This design comes from an exercise in tuning for small area, a short achievable clock period and few clock cycles per item on the open sky130 flow, not from production work. The RTL was checked by simulation tests, not by an equivalence proof against the original design. Power is estimated from default activity; no workload was simulated.

==> design.v <==
module rsn_core (
    input  wire       clk,
    input  wire       rst,
    input  wire       req_valid,
    output wire       req_ready,
    input  wire [7:0] req_data,
    input  wire       req_last,
    output wire       resp_valid,
    input  wire       resp_ready,
    output wire [7:0] resp_data,
    output wire       resp_last
);
    localparam DQ_LG = 3;                   
    localparam DQ_N  = 1 << DQ_LG;
    localparam CQ_LG = 3;                   
    localparam CQ_N  = 1 << CQ_LG;
    localparam NRING = 64;
    localparam [7:0] COL_MARGIN = 8'd6;     
    localparam [7:0] OP_CRC_COMPUTE = 8'h01,
                     OP_CRC_VERIFY  = 8'h02,
                     OP_ENC_A       = 8'h03,
                     OP_ENC_B       = 8'h13,
                     OP_DEC_A       = 8'h04,
                     OP_DEC_B       = 8'h14,
                     OP_MEAS_FLOAT  = 8'h05,
                     OP_MEAS_FIXED  = 8'h15;
    function [7:0] crc8_byte;
        input [7:0] c_in;
        input [7:0] d;
        integer i;
        reg [7:0] c;
        begin
            c = c_in ^ d;
            for (i = 0; i < 8; i = i + 1)
                c = c[7] ? ((c << 1) ^ 8'h31) : (c << 1);
            crc8_byte = c;
        end
    endfunction
    function [31:0] add32;
        input [31:0] a;
        input [31:0] b;
        integer i, d;
        reg [31:0] g, p, gn, pn;
        begin
            g = a & b;
            p = a ^ b;
            for (d = 1; d < 32; d = d * 2) begin
                for (i = 0; i < 32; i = i + 1) begin
                    if (i >= d) begin
                        gn[i] = g[i] | (p[i] & g[i-d]);
                        pn[i] = p[i] & p[i-d];
                    end else begin
                        gn[i] = g[i];
                        pn[i] = p[i];
                    end
                end
                g = gn;
                p = pn;
            end
            add32 = a ^ b ^ {g[30:0], 1'b0};
        end
    endfunction
    reg        rdy_r;
    reg        in_v;
    reg  [7:0] in_d;
    reg        in_l;
    assign req_ready = rdy_r;
    always @(posedge clk) begin
        in_v <= !rst && req_valid && rdy_r;
        in_d <= req_data;
        in_l <= req_last;
    end
    reg  [2:0]  ph8;
    wire [1:0]  ph = ph8[1:0];
    reg  [63:0] col_q [0:NRING-1];
    reg  [7:0]  st_hi;         
    reg  [7:0]  st_lo;         
    reg  [7:0]  st_d;
    integer ci;
    always @(posedge clk) begin
        for (ci = 0; ci < NRING; ci = ci + 1)
            col_q[ci] <= {col_q[ci][55:0],
                          (st_hi[ci / 8] && st_lo[ci % 8]) ? st_d : col_q[ci][63:56]};
    end
    reg  [31:0] cq_d   [0:CQ_N-1];      
    reg         cq_fc  [0:CQ_N-1];      
    reg         cq_fl  [0:CQ_N-1];      
    reg  [6:0]  e_next;                 
    reg  [6:0]  e_fb;                   
    reg  [CQ_LG-1:0] cq_wp, cq_rp;
    reg  [CQ_LG:0]   cq_cnt;
    reg         pq_v;                   
    reg  [31:0] pq_d;
    reg         pq_fl, pq_fc;
    reg  [1:0]  eng_k;                  
    reg         eng_fl;                 
    reg  [3:0]  fdone;                  
    reg  [2:0]  dq_kind [0:DQ_N-1];
    reg  [8:0]  dq_val  [0:DQ_N-1];
    reg  [DQ_LG-1:0] dq_wp, dq_rp;
    reg  [DQ_LG:0]   dq_cnt;
    reg  [2:0]  idx;           
    reg         o_crc, o_ver, o_enc, o_enca, o_dec, o_flt, o_fix, o_ill;
    reg         have_len;      
    reg  [7:0]  left;          
    reg         extra;         
    reg  [7:0]  lenf;          
    reg  [7:0]  crc;
    reg  [1:0]  gpos;
    reg         gbad;
    reg  [31:0] asm_q;         
    reg  [1:0]  aslot;         
    reg  [31:0] cs_s, cs_c;    
    reg  [15:0] tlo;
    reg  [1:0]  fseq;          
    reg         pend_enc;      
    reg         pe_c0;         
    reg         pushed;        
    reg         post;          
    reg         post_drop;     
    reg  [7:0]  wpos;          
    reg  [7:0]  fb_c;          
    reg  [7:0]  rc;            
    reg  [1:0]  rs;            
    reg  [3:0]  ftx;           
    reg         bnz;           
    reg  [6:0]  rc1;           
    reg  [6:0]  rc2;           
    reg  [7:0]  pf_g, pf_r;    
    reg         pf_tap;        
    reg  [1:0]  tph;           
    reg  [8:0]  rem;
    reg  [7:0]  rdp;           
    reg         ov, ol;        
    reg         sv, sl;        
    reg  [7:0]  sd;
    reg  [7:0]  od;
    reg  [7:0]  used_r;
    reg         drained_r;
    assign resp_valid = ov;
    assign resp_data  = od;
    assign resp_last  = ol;
    wire first = (idx == 3'd0);
    wire [7:0] op = in_d;
    wire n_crc  = (op == OP_CRC_COMPUTE);
    wire n_ver  = (op == OP_CRC_VERIFY);
    wire n_enc  = (op == OP_ENC_A) || (op == OP_ENC_B);
    wire n_dec  = (op == OP_DEC_A) || (op == OP_DEC_B);
    wire n_flt  = (op == OP_MEAS_FLOAT);
    wire n_fix  = (op == OP_MEAS_FIXED);
    wire left_nz  = (left != 8'd0);
    wire len_byte = (idx == 3'd1 && (o_crc || o_ver || o_dec)) ||
                    (idx == 3'd3 && o_enc);                  
    wire in_range = in_v && !first && have_len && (left_nz || extra);
    wire       crc_take = in_range && (o_crc || o_ver || o_enc || (o_dec && gpos != 2'd2));
    wire [7:0] crc_in   = (o_dec && gpos == 2'd0) ? 8'hFF : crc;
    wire [7:0] crc_upd  = crc8_byte(crc_in, in_d);
    wire [7:0] crc_new  = crc_take ? crc_upd : crc;
    wire [31:0] tw   = {16'd0, asm_q[15:8], in_d};           
    wire [31:0] ta   = tw << 7;
    wire [31:0] tb   = tw << 5;
    wire [31:0] tc   = tw << 4;
    wire [31:0] td   = {16'd0, ~asm_q[15:8], ~in_d};
    wire [31:0] tk   = 32'hFFD2002E;
    wire [31:0] t1s  = ta ^ tb ^ tc;
    wire [31:0] t1c  = ((ta & tb) | (ta & tc) | (tb & tc)) << 1;
    wire [31:0] t2s  = t1s ^ t1c ^ td;
    wire [31:0] t2c  = ((t1s & t1c) | (t1s & td) | (t1c & td)) << 1;
    wire [31:0] t3s  = t2s ^ t2c ^ tk;
    wire [31:0] t3c  = ((t2s & t2c) | (t2s & tk) | (t2c & tk)) << 1;
    wire [31:0] hw   = {16'd0, lenf, in_d};                  
    wire [31:0] ha   = hw << 6;
    wire [31:0] hb   = hw << 5;
    wire [31:0] hc   = hw << 2;
    wire [31:0] h1s  = ha ^ hb ^ hc;
    wire [31:0] h1c  = ((ha & hb) | (ha & hc) | (hb & hc)) << 1;
    wire [31:0] sum_v   = add32(cs_s, cs_c);
    wire       last_b   = in_v && in_l;
    wire       len_ok   = len_byte ? (in_d == 8'd0 && !o_ver) :
                          !have_len ? 1'b0 :
                          o_dec     ? (gpos == 2'd2 && left == 8'd1) :
                                      ((left == 8'd1 && !extra) || (!left_nz && extra));
    wire [7:0] lenf_c   = len_byte ? in_d : lenf;
    wire       grp_ok   = !(gbad || (o_dec && gpos == 2'd2 && in_d != crc));
    wire       enc_crc  = o_enca && (lenf_c != 8'd0);
    reg  [2:0] d_kind;
    reg  [8:0] d_val;
    reg        f_body;      
    always @(*) begin
        d_kind = 3'd0;
        d_val  = 9'd0;
        f_body = 1'b0;
        if (first) begin
            d_kind = (n_crc || n_ver || n_enc || n_dec || n_flt || n_fix) ? 3'd2 : 3'd1;
        end else if (o_ill) begin
            d_kind = 3'd1;
        end else if (!len_ok) begin
            d_kind = 3'd2;
        end else if (o_crc) begin
            d_val  = {1'b0, crc_new};
        end else if (o_ver) begin
            d_val  = {8'd0, crc == in_d};
        end else if (o_enc) begin
            d_kind = 3'd7;
            d_val  = {1'b0, lenf_c} + (enc_crc ? 9'd5 : 9'd4);
            f_body = 1'b1;
        end else if (o_dec) begin
            if (!grp_ok) begin
                d_kind = 3'd3;
            end else begin
                d_kind = 3'd4;
                d_val  = {lenf_c, 1'b0};
                f_body = (lenf_c != 8'd0);
            end
        end else if (o_flt) begin
            d_kind = 3'd5;
            f_body = 1'b1;
        end else begin
            d_kind = 3'd6;
            f_body = 1'b1;
        end
    end
    wire f_keep = last_b && f_body;      
    wire [8:0]  enc_m   = {1'b0, lenf} + ((o_enca && lenf != 8'd0) ? 9'd3 : 9'd2);
    wire [31:0] enc_c0  = {7'd0, enc_m, asm_q[15:0]};
    reg  [31:0] asm_w;
    always @(*) begin
        asm_w = asm_q;
        case (aslot)
            2'd0: asm_w[31:24] = in_d;
            2'd1: asm_w[23:16] = in_d;
            2'd2: asm_w[15:8]  = in_d;
            default: asm_w[7:0] = in_d;
        endcase
    end
    reg  [31:0] asm_c;
    always @(*) begin
        asm_c = asm_q;
        case (aslot)
            2'd0: asm_c[31:24] = crc;
            2'd1: asm_c[23:16] = crc;
            2'd2: asm_c[15:8]  = crc;
            default: asm_c[7:0] = crc;
        endcase
    end
    reg        p_do;
    reg [31:0] p_dat;
    reg        p_fl;
    reg        p_fc;
    always @(*) begin
        p_do  = 1'b0;
        p_dat = asm_w;
        p_fl  = 1'b0;
        p_fc  = !pushed;
        if (fseq == 2'd1) begin
            p_do  = 1'b1;
            p_dat = {tlo, sum_v[31:16]};
            p_fc  = 1'b0;
        end else if (fseq == 2'd2) begin
            p_do  = 1'b1;
            p_dat = {tlo, 16'd0};
            p_fl  = 1'b1;
            p_fc  = 1'b0;
        end else if (pend_enc) begin
            p_do  = 1'b1;
            p_fc  = pe_c0;
            p_dat = pe_c0 ? enc_c0 : (o_enca ? asm_c : asm_q);
            p_fl  = 1'b1;
        end else if (in_range) begin
            if (o_flt) begin
                p_do  = (aslot == 2'd3);
                p_fl  = in_l && len_ok;
            end else if (o_enc) begin
                if (idx == 3'd4) begin
                    p_do  = 1'b1;
                    p_dat = enc_c0;
                end else if (aslot == 2'd3) begin
                    p_do  = 1'b1;
                    p_fl  = in_l && len_ok && !o_enca;
                end
            end else if (o_dec) begin
                if (gpos == 2'd2 && (aslot == 2'd2 || in_l)) begin
                    p_do  = 1'b1;
                    p_dat = asm_q;
                    p_fl  = in_l && len_ok && grp_ok;
                end
            end else if (o_fix) begin
                if (idx == 3'd6) begin
                    p_do  = 1'b1;
                    p_dat = asm_q;
                end
            end
        end
    end
    wire        cq_ne   = (cq_cnt != 0);
    wire [2:0]  ph8_n   = ph8 + 3'd1;
    wire [1:0]  ph_n    = ph8_n[1:0];
    wire        eng_go  = cq_ne && (ph8_n[2] == e_col[0]);
    wire        cq_pop  = eng_go && (eng_k == 2'd3);
    wire [31:0] cq_h    = cq_d[cq_rp];
    wire [6:0]  e_col   = cq_fc[cq_rp] ? e_fb : e_next;
    reg  [7:0]  cq_hb;
    always @(*) begin
        case (ph_n)
            2'd0: cq_hb = cq_h[31:24];
            2'd1: cq_hb = cq_h[23:16];
            2'd2: cq_hb = cq_h[15:8];
            default: cq_hb = cq_h[7:0];
        endcase
    end
    wire        dq_ne   = (dq_cnt != 0);
    wire [2:0]  h_kind  = dq_kind[dq_rp];
    wire [8:0]  h_val   = dq_val[dq_rp];
    wire        h_hb1   = (h_kind != 3'd7);
    reg  [7:0]  h_b0, h_b1;
    reg  [8:0]  h_blen;
    always @(*) begin
        h_b0   = 8'h00;
        h_b1   = 8'h00;
        h_blen = 9'd0;
        case (h_kind)
            3'd0: h_b1 = h_val[7:0];
            3'd1: begin h_b0 = 8'hFF; h_b1 = 8'h01; end
            3'd2: begin h_b0 = 8'hFF; h_b1 = 8'h02; end
            3'd3: h_b0 = 8'h81;
            3'd4: begin h_b1 = h_val[8:1]; h_blen = h_val; end
            3'd5: h_blen = 9'd12;
            3'd6: begin h_b1 = 8'h01; h_blen = 9'd10; end
            default: h_blen = h_val;
        endcase
    end
    wire [7:0]  rd_byte = rdp;
    wire        tx_fin  = tx_emit && tph == 2'd2 && rem == 9'd1;    
    wire [3:0]  fdone_n = fdone + {3'd0, eng_fl};
    wire [3:0]  ftx_n   = ftx + {3'd0, tx_fin};
    wire        body_rdy = bnz && (rs == ph);
    wire        tx_emit = !sv && dq_ne && (tph != 2'd2 || body_rdy);
    wire        o_pop   = ov && resp_ready;
    reg  [7:0]  tx_d;
    reg         tx_l;
    always @(*) begin
        case (tph)
            2'd0:    begin tx_d = h_b0;    tx_l = 1'b0; end
            2'd1:    begin tx_d = h_b1;    tx_l = (h_blen == 9'd0); end
            default: begin tx_d = rd_byte; tx_l = (rem == 9'd1); end
        endcase
    end
    wire        tx_body  = tx_emit && (tph == 2'd2);
    wire        tx_colinc = tx_body && (rs == 2'd3 || rem == 9'd1);
    wire [1:0]  rs_n     = tx_body ? ((rem == 9'd1) ? 2'd0 : rs + 2'd1) : rs;
    wire [6:0]  rcl_n    = tx_colinc ? rc1 : rc[6:0];
    wire [6:0]  rc1_n    = tx_colinc ? rc2 : rc1;
    wire        pf_sel_n = (fdone_n != ftx_n) && (rs_n == 2'd3) && (ph_n == 2'd3);
    wire [6:0]  pf_col_n = pf_sel_n ? rc1_n : rcl_n;
    wire [2:0]  ph8_nn   = ph8 + 3'd2;
    reg  [7:0]  rd_mux;
    integer ri;
    always @(*) begin
        rd_mux = 8'd0;
        for (ri = 0; ri < NRING; ri = ri + 1)
            if (pf_g[ri / 8] && pf_r[ri % 8])
                rd_mux = rd_mux | (pf_tap ? col_q[ri][55:48] : col_q[ri][23:16]);
    end
    wire        tx_pop  = tx_emit && ((tph == 2'd1 && h_blen == 9'd0) ||
                                      (tph == 2'd2 && rem == 9'd1));
    wire        dq_push  = last_b;
    wire [DQ_LG:0] dq_cnt_n = dq_cnt + {{DQ_LG{1'b0}}, dq_push} - {{DQ_LG{1'b0}}, tx_pop};
    wire [CQ_LG:0] cq_cnt_n = cq_cnt + {{CQ_LG{1'b0}}, pq_v} - {{CQ_LG{1'b0}}, cq_pop};
    wire        space_ok = (used_r <= 8'd128 - COL_MARGIN) || drained_r;
    wire        acc_last = req_valid && rdy_r && req_last;
    wire [DQ_LG+1:0] dq_need = {1'b0, dq_cnt} + {{DQ_LG+1{1'b0}}, last_b} +
                               {{DQ_LG+1{1'b0}}, acc_last};
    wire        dq_ok    = dq_need <= (DQ_N - 1);
    wire [CQ_LG+1:0] cq_need = {1'b0, cq_cnt} + {{CQ_LG+1{1'b0}}, pq_v} -
                               {{CQ_LG+1{1'b0}}, cq_pop};
    wire        fix_run  = (o_fix && !first) || (fseq != 2'd0);
    wire        cq_ok    = cq_need <= (fix_run ? CQ_N - 4 : CQ_N - 3);
    always @(posedge clk) begin
        rdp    <= rd_mux;
        pq_d   <= p_dat;
        pq_fl  <= p_fl;
        pq_fc  <= p_fc;
        st_hi  <= eng_go ? (8'd1 << e_col[6:4]) : 8'd0;
        st_lo  <= 8'd1 << e_col[3:1];
        st_d   <= cq_hb;
    end
    always @(posedge clk) begin
        if (rst) begin
            rdy_r    <= 1'b0;
            ph8      <= 3'd0;
            idx      <= 3'd0;
            wpos     <= 8'd0;
            fb_c     <= 8'd0;
            fseq     <= 2'd0;
            pend_enc <= 1'b0;
            post     <= 1'b0;
            cq_wp    <= {CQ_LG{1'b0}};
            cq_rp    <= {CQ_LG{1'b0}};
            cq_cnt   <= {CQ_LG+1{1'b0}};
            pq_v     <= 1'b0;
            eng_k    <= 2'd0;
            e_next   <= 7'd0;
            e_fb     <= 7'd0;
            eng_fl   <= 1'b0;
            fdone    <= 4'd0;
            dq_wp    <= {DQ_LG{1'b0}};
            dq_rp    <= {DQ_LG{1'b0}};
            dq_cnt   <= {DQ_LG+1{1'b0}};
            rc       <= 8'd0;
            rs       <= 2'd0;
            ftx      <= 4'd0;
            bnz      <= 1'b0;
            rc1      <= 7'd1;
            rc2      <= 7'd2;
            pf_g     <= 8'd1;
            pf_r     <= 8'd1;
            pf_tap   <= 1'b0;
            sv       <= 1'b0;
            tph      <= 2'd0;
            ov       <= 1'b0;
            used_r   <= 8'd0;
            drained_r <= 1'b1;
        end else begin
            rdy_r     <= space_ok && dq_ok && cq_ok;
            used_r    <= wpos - rc;
            drained_r <= (fb_c == rc);
            ph8       <= ph8_n;
            pq_v  <= p_do;
            if (pq_v) begin
                cq_d[cq_wp]   <= pq_d;
                cq_fc[cq_wp]  <= pq_fc;
                cq_fl[cq_wp]  <= pq_fl;
                cq_wp <= cq_wp + 1'b1;
            end
            if (p_do) begin
                wpos  <= wpos + 8'd1;
                if (p_fl)
                    fb_c <= wpos + 8'd1;
            end
            if (eng_go)
                eng_k <= eng_k + 2'd1;
            if (cq_pop) begin
                cq_rp  <= cq_rp + 1'b1;
                e_next <= e_col + 7'd1;
                if (cq_fl[cq_rp])
                    e_fb <= e_col + 7'd1;
            end
            eng_fl <= cq_pop && cq_fl[cq_rp];
            fdone <= fdone_n;
            bnz   <= (fdone_n != ftx_n);
            cq_cnt <= cq_cnt_n;
            fseq     <= (fseq == 2'd1) ? 2'd2 : 2'd0;
            pend_enc <= 1'b0;
            if (fseq == 2'd1)
                tlo <= sum_v[15:0];
            pf_g   <= 8'd1 << pf_col_n[6:4];
            pf_r   <= 8'd1 << pf_col_n[3:1];
            pf_tap <= (ph8_nn[2] == pf_col_n[0]);
            if (in_v) begin
                if (idx != 3'd7)
                    idx <= idx + 3'd1;
                if (first) begin
                    o_crc    <= n_crc;
                    o_ver    <= n_ver;
                    o_enc    <= n_enc;
                    o_enca   <= (op == OP_ENC_A);
                    o_dec    <= n_dec;
                    o_flt    <= n_flt;
                    o_fix    <= n_fix;
                    o_ill    <= !(n_crc || n_ver || n_enc || n_dec || n_flt || n_fix);
                    have_len <= n_flt || n_fix;
                    left     <= n_flt ? 8'd12 : 8'd6;
                    extra    <= 1'b0;
                    crc      <= 8'hFF;
                    gpos     <= 2'd0;
                    gbad     <= 1'b0;
                    aslot    <= 2'd0;
                    pushed   <= 1'b0;
                end else begin
                    crc <= crc_new;
                    if (len_byte) begin
                        lenf     <= in_d;
                        have_len <= 1'b1;
                        left     <= in_d;
                        extra    <= o_ver;
                    end
                    if (in_range) begin
                        if (!o_dec || gpos == 2'd2) begin
                            if (left_nz)
                                left <= left - 8'd1;
                            else
                                extra <= 1'b0;
                        end
                    end
                    if (o_enc && idx == 3'd1) asm_q[15:8] <= in_d;
                    if (o_enc && idx == 3'd2) asm_q[7:0]  <= in_d;
                    if (in_range && (o_flt || o_enc)) begin
                        asm_q <= asm_w;
                        aslot <= aslot + 2'd1;
                    end
                    if (in_range && o_dec) begin
                        case (gpos)
                            2'd0: begin
                                if (aslot[1]) asm_q[15:8]  <= in_d;
                                else          asm_q[31:24] <= in_d;
                                gpos <= 2'd1;
                            end
                            2'd1: begin
                                if (aslot[1]) asm_q[7:0]   <= in_d;
                                else          asm_q[23:16] <= in_d;
                                gpos <= 2'd2;
                            end
                            default: begin
                                if (in_d != crc) gbad <= 1'b1;
                                gpos  <= 2'd0;
                                aslot <= aslot + 2'd2;
                            end
                        endcase
                    end
                    if (o_fix) begin
                        case (idx)
                            3'd1: asm_q[31:24] <= in_d;
                            3'd2: asm_q[23:16] <= in_d;
                            3'd3: asm_q[15:8]  <= in_d;
                            3'd4: begin cs_s <= t3s; cs_c <= t3c; end
                            3'd5: begin
                                asm_q[15:0] <= sum_v[31:16];
                                tlo         <= sum_v[15:0];
                                lenf        <= in_d;
                            end
                            3'd6: begin cs_s <= h1s; cs_c <= h1c; end
                            default: ;
                        endcase
                    end
                end
                if (p_do && !(fseq != 2'd0 || pend_enc))
                    pushed <= 1'b1;
                if (in_l) begin
                    idx      <= 3'd0;
                    if (o_fix && f_body)
                        fseq <= 2'd1;
                    if (o_enc && f_body) begin
                        pend_enc <= len_byte || o_enca || aslot != 2'd3;
                        pe_c0    <= len_byte;
                    end
                end
            end
            post      <= last_b;
            post_drop <= last_b && !f_body;
            if (post && post_drop && pushed)
                wpos <= fb_c;
            if (dq_push) begin
                dq_kind[dq_wp] <= d_kind;
                dq_val[dq_wp]  <= d_val;
                dq_wp <= dq_wp + 1'b1;
            end
            if (tx_pop)
                dq_rp <= dq_rp + 1'b1;
            dq_cnt <= dq_cnt_n;
            if (sv) begin
                if (!ov || o_pop) begin
                    ov <= 1'b1;
                    od <= sd;
                    ol <= sl;
                    sv <= 1'b0;
                end
            end else if (tx_emit) begin
                if (!ov || o_pop) begin
                    ov <= 1'b1;
                    od <= tx_d;
                    ol <= tx_l;
                end else begin
                    sv <= 1'b1;
                    sd <= tx_d;
                    sl <= tx_l;
                end
            end else if (o_pop) begin
                ov <= 1'b0;
            end
            begin
                if (tx_emit) begin
                    case (tph)
                        2'd0: begin
                            rem <= h_blen;
                            tph <= h_hb1 ? 2'd1 : 2'd2;
                        end
                        2'd1: begin
                            tph <= (h_blen == 9'd0) ? 2'd0 : 2'd2;
                        end
                        default: begin
                            rem <= rem - 9'd1;
                            rs  <= rs + 2'd1;
                            if (rs == 2'd3 || rem == 9'd1) begin
                                rc  <= rc + 8'd1;
                                rc1 <= rc2;
                                rc2 <= rc2 + 7'd1;
                            end
                            if (rem == 9'd1) begin
                                tph <= 2'd0;
                                rs  <= 2'd0;
                                ftx <= ftx_n;
                            end
                        end
                    endcase
                end
            end
        end
    end
endmodule
==> flow/run.sh <==
#!/bin/bash
# Layout flow: the standard ORFS layout (standard synthesis unchanged), with
# ORFS's timing repair (repair_timing after placement, CTS and global routing)
# asked to keep 8 ns of setup slack at the design's 12 ns clock, so that it
# sizes the critical paths for a ~4 ns cycle. The clock period, the SDC and
# every other step are the standard flow's.
set -euo pipefail
export SETUP_SLACK_MARGIN=8
bash standard.sh synth > synth.log 2>&1
bash standard.sh finish > layout.log 2>&1
test -s out/final.def
==> standard.sh <==
#!/bin/bash
# synth_recipe.tcl (not shown) runs the flow's synth.tcl, then flattens the netlist and writes it again
# the make line also repeats each setting of config.mk as NAME=value (left out here)
make -C /OpenROAD-flow-scripts/flow DESIGN_CONFIG=/design/flow/config.mk WORK_HOME=/design/flow/orfs CLKGATE_MAP_FILE= SYNTH_SCRIPT=/design/flow/synth_recipe.tcl "${@:-finish}"
==> config.mk <==
export PLATFORM = sky130hd
export DESIGN_NAME = rsn_core
export DESIGN_NICKNAME = rsn_core
export VERILOG_FILES = /design/flow/design.v
export SDC_FILE = /design/flow/constraint.sdc
export NUM_CORES = 4
export LEC_CHECK = 0
export CAP_MARGIN = 20
export CORE_MARGIN = 2
export CORE_UTILIZATION = 65
export CTS_CLUSTER_DIAMETER = 60
export CTS_CLUSTER_SIZE = 24
export PLACE_DENSITY = 0.75
export SLEW_MARGIN = 20
==> constraint.sdc <==
create_clock -name core_clock -period 12.0 [get_ports {clk}]
set_input_delay 2.4000 -clock core_clock [delete_from_list [all_inputs] [get_ports {clk}]]
set_output_delay 2.4000 -clock core_clock [all_outputs]
set_load 0.01 [all_outputs]
==> results of run 1 <==
kinds of logic after synthesis:
logic type | count (synthesis) | share of synthesized area (%)
xor+xnor | 146 | 0.980
simple gates | 1129 | 3.95
compound gates | 735 | 3.68
flops | 4836 | 77.5
buf+inv | 439 | 1.28
fa+ha+maj | 175 | 1.89
mux | 1228 | 10.8
power breakdown:
part	switching (mW)	internal, mW	total [mW]
registers	0.148	16.4	16.6
logic	0.424	0.239	0.663
clock network	4.89	3.71	8.60
per-layer routing:
metal  vias to the layer above  global-route usage (%)  share of wire (%)
met5                         -                       0              0.013
met1                     32856                    42.1                 45
met2                      2357                    44.0                 44
met3                       566                    5.29                7.5
li1                      30056                       -                  -
met4                         8                    9.34                3.4
repair_timing:
action,in CTS,in global routing
gates cloned,4,1
pin swaps,5,8
setup buffers,12,6
gates resized for setup,47,36
endpoints found under the setup margin,168,146
registers in the layout, summed over array words and instances, names as in the netlist, 16 cells and up, named ones only:
signal / count
asm_q: 32
cs_c: 21
pq_d: 32
dq_kind: 24
dq_val: 72
tlo: 16
col_q: 4096
cq_d: 256
cs_s: 24
Yosys cell counts, types with 113 or more instances:
| library cell | instances | share of area (%) |
|---|---|---|
| o22ai_1 | 237 | 1.1 |
| clkbuf_1 | 222 | 0.63 |
| ha_1 | 134 | 1.3 |
| nor2_1 | 263 | 0.75 |
| edfxtp_1 | 530 | 12 |
| mux2_2 | 583 | 5.0 |
| inv_1 | 130 | 0.37 |
| mux2i_1 | 548 | 4.2 |
| nand2_1 | 428 | 1.2 |
| dfxtp_1 | 4306 | 65 |
| a21oi_1 | 115 | 0.44 |
| nand3_1 | 125 | 0.47 |
| o21ai_0 | 113 | 0.43 |
through the flow:
stage               cell area, µm²  util [%]  std cells
floorplan                   132000         -       8688
global placement            135000      67.0      11188
CTS                         142000      70.5      11508
detailed placement          135000      67.0      11189
global route                143000      70.6      11516
finish                      143000      70.6      11521
worst max-delay path, cell delays in order (launching register included):
cell and delay (ns):
dfxtp_4 0.55, buf_4 0.76, buf_4 0.69, mux2i_1 0.27, o22ai_1 0.12, nor4_1 0.60
nand4_1 0.33, or2_2 0.39
path summary, 6_finish.rpt:
check	startpoint	depth (start not counted)	slack [ns]	end
setup / recovery	pf_tap	7	8.07	rdp[3]
hold / removal	col_q[16][30]	0	0.32	col_q[16][38]
hold reg to reg	col_q[16][30]	0	0.32	col_q[16][38]
setup reg to reg	pf_tap	7	8.07	rdp[3]
area by class of cell:
class                   count  area [µm²]  share of cell area (%)
clock buffers             255        6110                    4.29
well taps                2672        3340                    2.34
flip-flops and latches   4836      102000                    71.6
repair buffers            157        1480                    1.04
inverters                 134         519                   0.364
diodes                      5        12.5                 0.00877
clock inverters            48         566                   0.396
multi-input cells        3413       28400                    19.9
repair inverters            1        5.00                 0.00351
==> impl_metrics.yaml, run 1 <==
worst_setup_path:
  cp_data_required_time_ns: 12.78
  critPathMaxFanout: 48
  cp-start-kind: "flip-flop"
  crit_path_end_kind: "flip-flop"
  critPathKind: "flip-flop to flip-flop"
  cp.arrival_ns: 4.72
place:
  place_congestion: 0.922
  hpwl_um: 189000
  pre_cts_ws_ns: 5.91
  portBuffers: 23
floorplan:
  die_w_um: 454
  ios: 24
  die_h_um: 454
  num_rows: 165
  dieArea_mm2: 0.206
  core_mm2: 0.202
  initial_core_util_pct: 65.3
synthesis:
  synth_edf_count: 530
  synth.yosys.seq_area_share_pct: 77.5
  syn_inst: 8688
  synth-seq-cells: 4836
  syn_area_per_cell_um2: 15.2
  synth_top_flop_cell: "dfxtp_1"
  ys_types: 89
  async_flop_share_pct: 0
  yosys_warnings: 2
  syn_nets: 8875
  syn-cell-area_mm2: 0.132
sta:
  rsz0062_at_grt: "yes"
  worst_pin_slew_ns: 1.32
  fmax_mhz: 254
  clock_skew_ns: 0.0382
  slew_viol_final: 0
  fin_ws_ns: 8.07
  fin_setup_tns_ns: 0
  slew_headroom_pct: 12.0
  finalCritPeriodShare_pct: 32.8
  whs_ns: 0.316
  final_hold_viol_count: 0
  setup_violations: 0
  period_needed_ns: 3.93
layout:
  fill_cells: 12964
  final_cell_mix: "4,287 x dfxtp_1, 583 x mux2_2, 543 x mux2i_1"
  final_nets: 8966
  final_common_cell: "dfxtp_1"
  drive_above_1_share_pct: 13.9
  syn_to_final_growth_pct: 8.19
power:
  p_per_area_mw_per_mm2: 181
  power_mw: 25.9
  peakVddDrop_mv: 0.172
  leakage_nw: 55.3
global_routing:
  antenna_found_initial: 23
  grt_pass1_vias: 66076
  grt_first_pass_wirelength_um: 437000
  grt_remaining_overflow: 0
  grt_usage_pct: 28.9
  grt_max_degree: 98
min_path:
  hp-class: "flip-flop to flip-flop"
drt:
  drc_errors: 0
  drt_iter0_markers: 6444
  drtAntennaViolNets: 0
  wl_um: 301000
  num_vias: 65843
  drt-vias-per-instance: 5.72
  wire_per_inst_um: 26.1
  dr.pass1.iters: 9
run:
  drv_cap: 0
clocking:
  cts_sinks: 4836
  cts.clk_slew.worst_paths_ns: 0.09
  cts_buffer_depth: 3
  cts_hold_buf: 0
  clk_latency_ns: 0.89
  cts_made_buffers: 236
  h-tree-depth: 4
  cts_tree: "done"
  cts_root_buf: "clkbuf_16"
run_status:
  status: "no timing/DRC/antenna violations"
Testbench counts, summed over its fixed seeds: cycles 17,330, items 1,800.
==> run 2: changes to the inputs <==
--- a/config.mk
+++ b/config.mk
@@ -8,7 +8,7 @@
 export CAP_MARGIN = 20
 export CORE_MARGIN = 2
-export CORE_UTILIZATION = 65
+export CORE_UTILIZATION = 70
 export CTS_CLUSTER_DIAMETER = 60
 export CTS_CLUSTER_SIZE = 24
-export PLACE_DENSITY = 0.75
+export PLACE_DENSITY = 0.8
 export SLEW_MARGIN = 20
==> run 2 against run 1 <==
  * Die area shrank 7.1%
  * Still clean
  * Routed wire length grew 2.4%
  * Via count grew 1.5%
  * Sequential share of layout area grew 0.073 points
  * Cell count shrank 1.6%
==> impl_metrics.yaml, run 2 <==
run_status:
  status: "no timing/DRC/antenna violations"
layout:
  final_cell_mix: "4,289 x dfxtp_1, 583 x mux2_2, 540 x mux2i_1"
  final_common_cell: "dfxtp_1"
  syn_to_final_growth_pct: 8.08
  top_regs: "col_q x4096, cq_d x256, dq_val x72"
  drive_above_1_share_pct: 14.0
  regMostFlops: "col_q"
  fin_area_mm2: 0.142
  final_nets: 8959
  largest_reg_flops: 4096
global_routing:
  grt_pass1_vias: 67502
  grt_first_pass_wirelength_um: 449000
  grt_usage_pct: 32.0
  grt_max_degree: 69
  antenna_found_initial: 17
  grt_remaining_overflow: 0
worst_setup_path:
  reg2reg_from: "pf_tap"
  crit_family: "simple AND/OR/NAND/NOR gates"
  crit_path_end_kind: "flip-flop"
  critPathKind: "flip-flop to flip-flop"
  slowest_stage: "nand4_1"
  cp-start-kind: "flip-flop"
  critPathMaxStageDelay_ns: 0.77
  critPathMaxFanout: 40
  cp.arrival_ns: 4.83
  cp_data_required_time_ns: 12.78
  critPathBufInv: 2
  startpoint: "pf_tap"
  crit_path_frequent_cell: "buf_8"
  path_cells: "buf_8 -> buf_8 -> mux2i_1 -> o22ai_1 -> nor4_1 -> nand4_1 -> or2_2"
clocking:
  cts_sinks: 4836
  cts_made_buffers: 233
  h-tree-depth: 4
  cts_tree: "done"
  cts.clk_slew.worst_paths_ns: 0.09
  clk_latency_ns: 0.90
  cts_root_buf: "clkbuf_16"
  cts_buffer_depth: 3
  cts_hold_buf: 0
synthesis:
  synth_top_flop_cell: "dfxtp_1"
  synth_edf_count: 530
  synth_top_cell_by_area: "dfxtp_1"
  synth-seq-cells: 4836
  synth.yosys.seq_area_share_pct: 77.5
  netlist_top_cells_area: "dfxtp_1 65%, edfxtp_1 12%, mux2_2 5.0%"
  syn_nets: 8875
  synth_common_cells: "4,306 x dfxtp_1, 583 x mux2_2, 548 x mux2i_1"
  syn_inst: 8688
  syn-cell-area_mm2: 0.132
  netlist.area_leader.share_pct: 65.4
  async_flop_share_pct: 0
  ys_types: 89
  syn_area_per_cell_um2: 15.2
  yosys_warnings: 2
  yosysMostFrequentCell: "dfxtp_1"
min_path:
  hp-class: "flip-flop to flip-flop"
  min_from: "col_q[27][44]"
sta:
  fmax_mhz: 247
  clock_skew_ns: 0.0291
  slew_headroom_pct: 15.3
  setup_violations: 0
  final_hold_viol_count: 0
  worst_pin_slew_ns: 1.26
  period_needed_ns: 4.05
  finalCritPeriodShare_pct: 33.8
  rsz0062_at_grt: "yes"
  fin_setup_tns_ns: 0
  slew_viol_final: 0
place:
  placed_area_mm2: 0.135
  portBuffers: 23
  place_congestion: 0.945
  hpwl_um: 191000
drt:
  drtAntennaViolNets: 0
  num_vias: 66837
  dr.pass1.iters: 6
  drt-vias-per-instance: 5.90
  wl_um: 308000
  wire_per_inst_um: 27.2
  drc_errors: 0
  drt_iter0_markers: 6751
run:
  drv_cap: 0
floorplan:
  ios: 24
  core_mm2: 0.187
  initial_core_util_pct: 70.4
  dieArea_mm2: 0.192
  num_rows: 159
  die_h_um: 438
  die_w_um: 438
power:
  peakVddDrop_mv: 0.174
  p_per_area_mw_per_mm2: 182
  leakage_nw: 55.3
## run 2: cell count changes in the layout (fill, tap and decap cells not counted), sizes merged
cell	before	now
buf	132	129
bufbuf	2	4
bufinv	1	2
clkbuf	257	255
clkdlybuf4s15	8	5
clkinv	17	23
clkinvlp	7	5
diode	5	4
dlygate4sd2	2	1
inv	158	149
## run 2: worst paths after layout
path	to	slack [ns]	cells after the start
worst max-delay path	rdp[5]	7.95	7
worst min-delay path	col_q[27][52]	0.31	0
worst max register to register	rdp[5]	7.95	7
worst min register to register	col_q[27][52]	0.31	0
## run 2: cells by family (layout without fill, tap and decap cells)
group | Yosys count | count (layout) | share of synthesized area [%]
flops | 4836 | 4836 | 77.5
mux | 1228 | 1228 | 10.8
simple gates | 1129 | 1129 | 3.95
compound gates | 735 | 735 | 3.68
buf+inv | 439 | 584 | 1.28
fa+ha+maj | 175 | 175 | 1.89
xor+xnor | 146 | 146 | 0.980
other cells | 0 | 4 | 0
## run 2: repair_timing
| item | 4_1_cts | 5_1_grt |
|---|---|---|
| buffers inserted | 16 | 4 |
| endpoints found under the setup margin | 205 | 159 |
| gates cloned | 4 | 1 |
| gates resized for setup | 71 | 40 |
| pin swaps | 2 | 6 |
## run 2: report_power, final
part           internal, mW  switching, mW
Combinational         0.250          0.442
Clock                  3.68           4.90
Sequential             16.4          0.143
Total                  20.4           5.49
## run 2: area by class of cell
type	count	area, µm²
fill	10574	44900
antenna	4	10.0
multi-input combinational	3413	28500
inverter	134	523
clock inverter	44	568
clock buffer	252	6060
sequential	4836	102000
tap	2495	3120
timing repair inverter	1	5.00
timing repair buffer	153	1500
## run 2: layer usage
metal	GRT usage (%)	wire [µm]	vias to the layer above	part of all wire [%]
met5	0	41	-	0.013
met4	13.2	14000	6	4.6
met3	6.47	25600	686	8.3
met2	48.5	137000	2827	44
met1	45.4	132000	33330	43
li1	-	-	29988	-
## run 2: per-stage QoR
stage | util (%) | hold slack (ns) | power (mW) | setup slack [ns] | cells
detailed placement | 72.1 | 0.312 | 17.6 | 6.01 | 11003
CTS | 75.9 | 0.312 | 25.9 | 7.74 | 11319
global placement | 72.1 | 0.310 | 17.6 | 6.20 | 11000
finish | 76.0 | 0.308 | 25.9 | 7.95 | 11332
floorplan | - | 0.310 | 17.3 | 7.77 | 8688
global route | 76.0 | 0.314 | 26.5 | 7.79 | 11328
==> run 3: changes to the inputs <==
--- a/config.mk
+++ b/config.mk
@@ -6,4 +6,5 @@
 export NUM_CORES = 4
 export LEC_CHECK = 0
+export ABC_AREA = 1
 export CAP_MARGIN = 20
 export CORE_MARGIN = 2
==> run 3 against run 2 <==
  * Routed wire length up 2.7%
  * Sequential power is essentially flat
  * Hold slack got worse by 0.030 ns
  * Worst setup slack improved by 0.030 ns
  * Still clean
  * Largest power group unchanged
==> impl_metrics.yaml, run 3 <==
synthesis:
  synth_edf_count: 530
  synth_top_cell_by_area: "dfxtp_1"
  yosys_warnings: 2
  syn_area_per_cell_um2: 12.1
  yosysMostFrequentCell: "dfxtp_1"
  netlist.area_leader.share_pct: 65.0
  netlist_top_cells_area: "dfxtp_1 65%, edfxtp_1 12%, o21ai_0 5.0%"
  syn_nets: 11131
  synth-seq-cells: 4836
  ys_types: 71
  synth.yosys.seq_area_share_pct: 77.1
  async_flop_share_pct: 0
  synth_common_cells: "4,306 x dfxtp_1, 1,368 x nand2_1, 1,315 x o21ai_0"
  syn-cell-area_mm2: 0.133
  synth_top_flop_cell: "dfxtp_1"
  syn_inst: 10944
clocking:
  h-tree-depth: 4
  cts_sinks: 4836
  cts_root_buf: "clkbuf_16"
  cts_buffer_depth: 3
  cts.clk_slew.worst_paths_ns: 0.09
  cts_tree: "done"
  clk_latency_ns: 0.94
  cts_made_buffers: 234
power:
  peakVddDrop_mv: 0.153
  leakage_nw: 54.8
  power_mw: 25.9
  p_per_area_mw_per_mm2: 182
place:
  dpl.cell_count: 13112
  portBuffers: 23
  hpwl_um: 196000
  placed_area_mm2: 0.135
  pre_cts_ws_ns: 6.94
  place_congestion: 0.971
global_routing:
  grt_usage_pct: 32.4
  use_met3_pct: 5.09
  grt_max_degree: 111
  grt_remaining_overflow: 0
  gr-usage-met2_pct: 52.2
  grt_pass1_vias: 78541
  grtUsageMet1_pct: 43.7
  busiest_layer: "met2"
  antenna_found_initial: 17
  grt_first_pass_wirelength_um: 474000
drt:
  drt_iter0_markers: 8826
  drc_errors: 0
  wire_per_inst_um: 23.5
  dr.pass1.iters: 9
  num_vias: 78246
  drtAntennaViolNets: 0
  drt-vias-per-instance: 5.82
  wl_um: 316000
layout:
  final_common_cell: "dfxtp_1"
  final_cell_mix: "4,299 x dfxtp_1, 1,367 x nand2_1, 1,314 x o21ai_0"
  fin_area_mm2: 0.142
  drive_above_1_share_pct: 5.07
  top_regs: "col_q x4096, cq_d x256, dq_val x72"
  fill_cells: 11337
  regMostFlops: "col_q"
  stdcell_count: 13442
  syn_to_final_growth_pct: 7.18
  largest_reg_flops: 4096
  final_nets: 11064
worst_setup_path:
  critPathBufInv: 5
  path_cells: "inv_8 -> buf_16 -> nor2_1 -> o211ai_1 -> nand2_2 -> o21ai_2 -> inv_2 -> nand2_1 -> nand3_2 -> nor2_4 -> ha_1 -> inv_1 -> ha_1 -> inv_1 -> fa_1 -> o21ai_0 -> a221oi_1 -> o2111a_1"
  crit_path_end_kind: "flip-flop"
  critPathMaxStageDelay_ns: 0.53
  reg2reg_slack_ns: 7.98
  cp-start-kind: "flip-flop"
  crit_family: "compound AO/OA/AOI/OAI gates"
  slowest_stage: "fa_1"
  cp_data_required_time_ns: 12.82
  rr_worst_depth: 18
  cp.arrival_ns: 4.84
  critPathMaxFanout: 43
  critPathKind: "flip-flop to flip-flop"
  r2r-end: "rdy_r"
sta:
  fmax_mhz: 249
  slew_viol_final: 0
  finalCritPeriodShare_pct: 33.5
  worst_pin_slew_ns: 1.22
  final_hold_viol_count: 0
  setup_violations: 0
  clock_skew_ns: 0.0665
  rsz0062_at_grt: "yes"
  fin_setup_tns_ns: 0
  slew_headroom_pct: 18.7
  fin_ws_ns: 7.98
  period_needed_ns: 4.02
floorplan:
  num_rows: 159
  dieArea_mm2: 0.193
  die_h_um: 439
  die_w_um: 439
  ios: 24
  core_mm2: 0.188
  initial_core_util_pct: 70.5
run:
  drv_cap: 0
run_status:
  status: "no timing/DRC/antenna violations"
min_path:
  hp-class: "flip-flop to flip-flop"
  holdPathStages: 0
  hold_end: "col_q[38][40]"
  min_from: "col_q[38][32]"
-- run 3: power by group --
group	switching (mW)	leakage, nW	internal (mW)	total (mW)
Sequential	0.0778	39.4	16.4	16.5
Combinational	0.544	12.1	0.154	0.698
Clock	4.98	3.30	3.72	8.69
Total	5.60	54.8	20.3	25.9
-- run 3: cell families after synthesis --
family          after synthesis  share of synthesized area (%)
flops                      4836                           77.1
fa+ha+maj                   174                           1.87
buf+inv                     866                           2.65
xor+xnor                     75                          0.527
mux                          33                          0.249
compound gates             1996                           8.61
simple gates               2964                           9.03
-- run 3: worst max-delay path by stage --
stage	startpoint	endpoint	slack, ns	depth (start not counted)
5_1_grt	flip-flop	rdy_r	7.73	17
4_1_cts	flip-flop	rdy_r	7.77	18
6_report	flip-flop	rdy_r	7.98	18
3_3_place_gp	flip-flop	rdy_r	6.94	19
3_5_place_dp	flip-flop	rdy_r	6.94	19
2_1_floorplan	rst	cs_c[10]	7.30	4
-- run 3: area by class of cell --
| type | instances | area, µm² | area share [%] |
|---|---|---|---|
| antenna | 6 | 15.0 | 0.0106 |
| clock buffer | 255 | 6060 | 4.27 |
| clock inverter | 45 | 736 | 0.518 |
| inverter | 446 | 1710 | 1.20 |
| multi-input combinational | 5242 | 27100 | 19.1 |
| sequential | 4836 | 102000 | 71.9 |
| tap | 2495 | 3120 | 2.20 |
| timing repair buffer | 116 | 1170 | 0.823 |
| timing repair inverter | 1 | 5.00 | 0.00352 |
-- run 3: metal layers --
metal / wire (µm) / vias to the layer above
met3: 24100 / 864
met4: 16600 / 8
met5: 50 / -
met2: 146000 / 3374
li1: - / 35867
met1: 129000 / 38133
-- run 3: repair_timing --
item	4_1_cts	5_1_grt
hold buffers	0	0
resized for setup	37	20
buffers inserted	3	9
setup endpoints to repair	29	82
pin swaps	0	1
gates cloned	1	2
-- run 3: worst reg2reg max path, cell delays in order (launching register included) --
cell and delay (ns):
dfxtp_4 0.41, inv_8 0.25, buf_16 0.26, nor2_1 0.08
o211ai_1 0.25, nand2_2 0.24, o21ai_2 0.25, inv_2 0.08
nand2_1 0.08, nand3_2 0.12, nor2_4 0.26, ha_1 0.28
inv_1 0.05, ha_1 0.15, inv_1 0.06, fa_1 0.53
o21ai_0 0.10, a221oi_1 0.29, o2111a_1 0.21
-- run 3: per-stage QoR --
| step | hold slack (ns) | utilization, % |
|---|---|---|
| 2_1_floorplan | 0.310 | - |
| 3_3_place_gp | 0.310 | 71.6 |
| 3_5_place_dp | 0.312 | 71.7 |
| 4_1_cts | 0.283 | 75.3 |
| 5_1_grt | 0.294 | 75.6 |
| 6_report | 0.278 | 75.6 |

==> separate check: timing with driven ports <==
The results above use ideal ports. As a check the final layouts listed here were re-extracted and re-timed, cells and wires unchanged.
Step 1: set_driving_cell puts a clkbuf_16 on clk and a buf_2 on each other input, an assumption about the parent block.
Step 2 times the ports against the registers' clock, not the clock port: input delays grow and output delays shrink by t, the midpoint of the rising clock arrivals with the driver on.
Slacks: ideal ports / drivers / drivers and shift; pairs: ideal ports / drivers.
run	shift t [ns]	setup WS [ns]	slew at the worst register clock pin (ns)	worst data-port slew with drivers (ns)
run 1	0.968	8.065 / 7.980 / 7.207	0.10 / 0.10	0.04
run 2	0.974	7.949 / 7.949 / 7.177	0.10 / 0.10	0.04
run 3	0.996	7.978 / 7.972 / 7.234	0.10 / 0.10	0.04
After both steps every run listed still meets setup and hold. For run 1, which loses most, drivers alone change the setup slack by -0.085 ns; drivers and shift together by -0.858 ns.
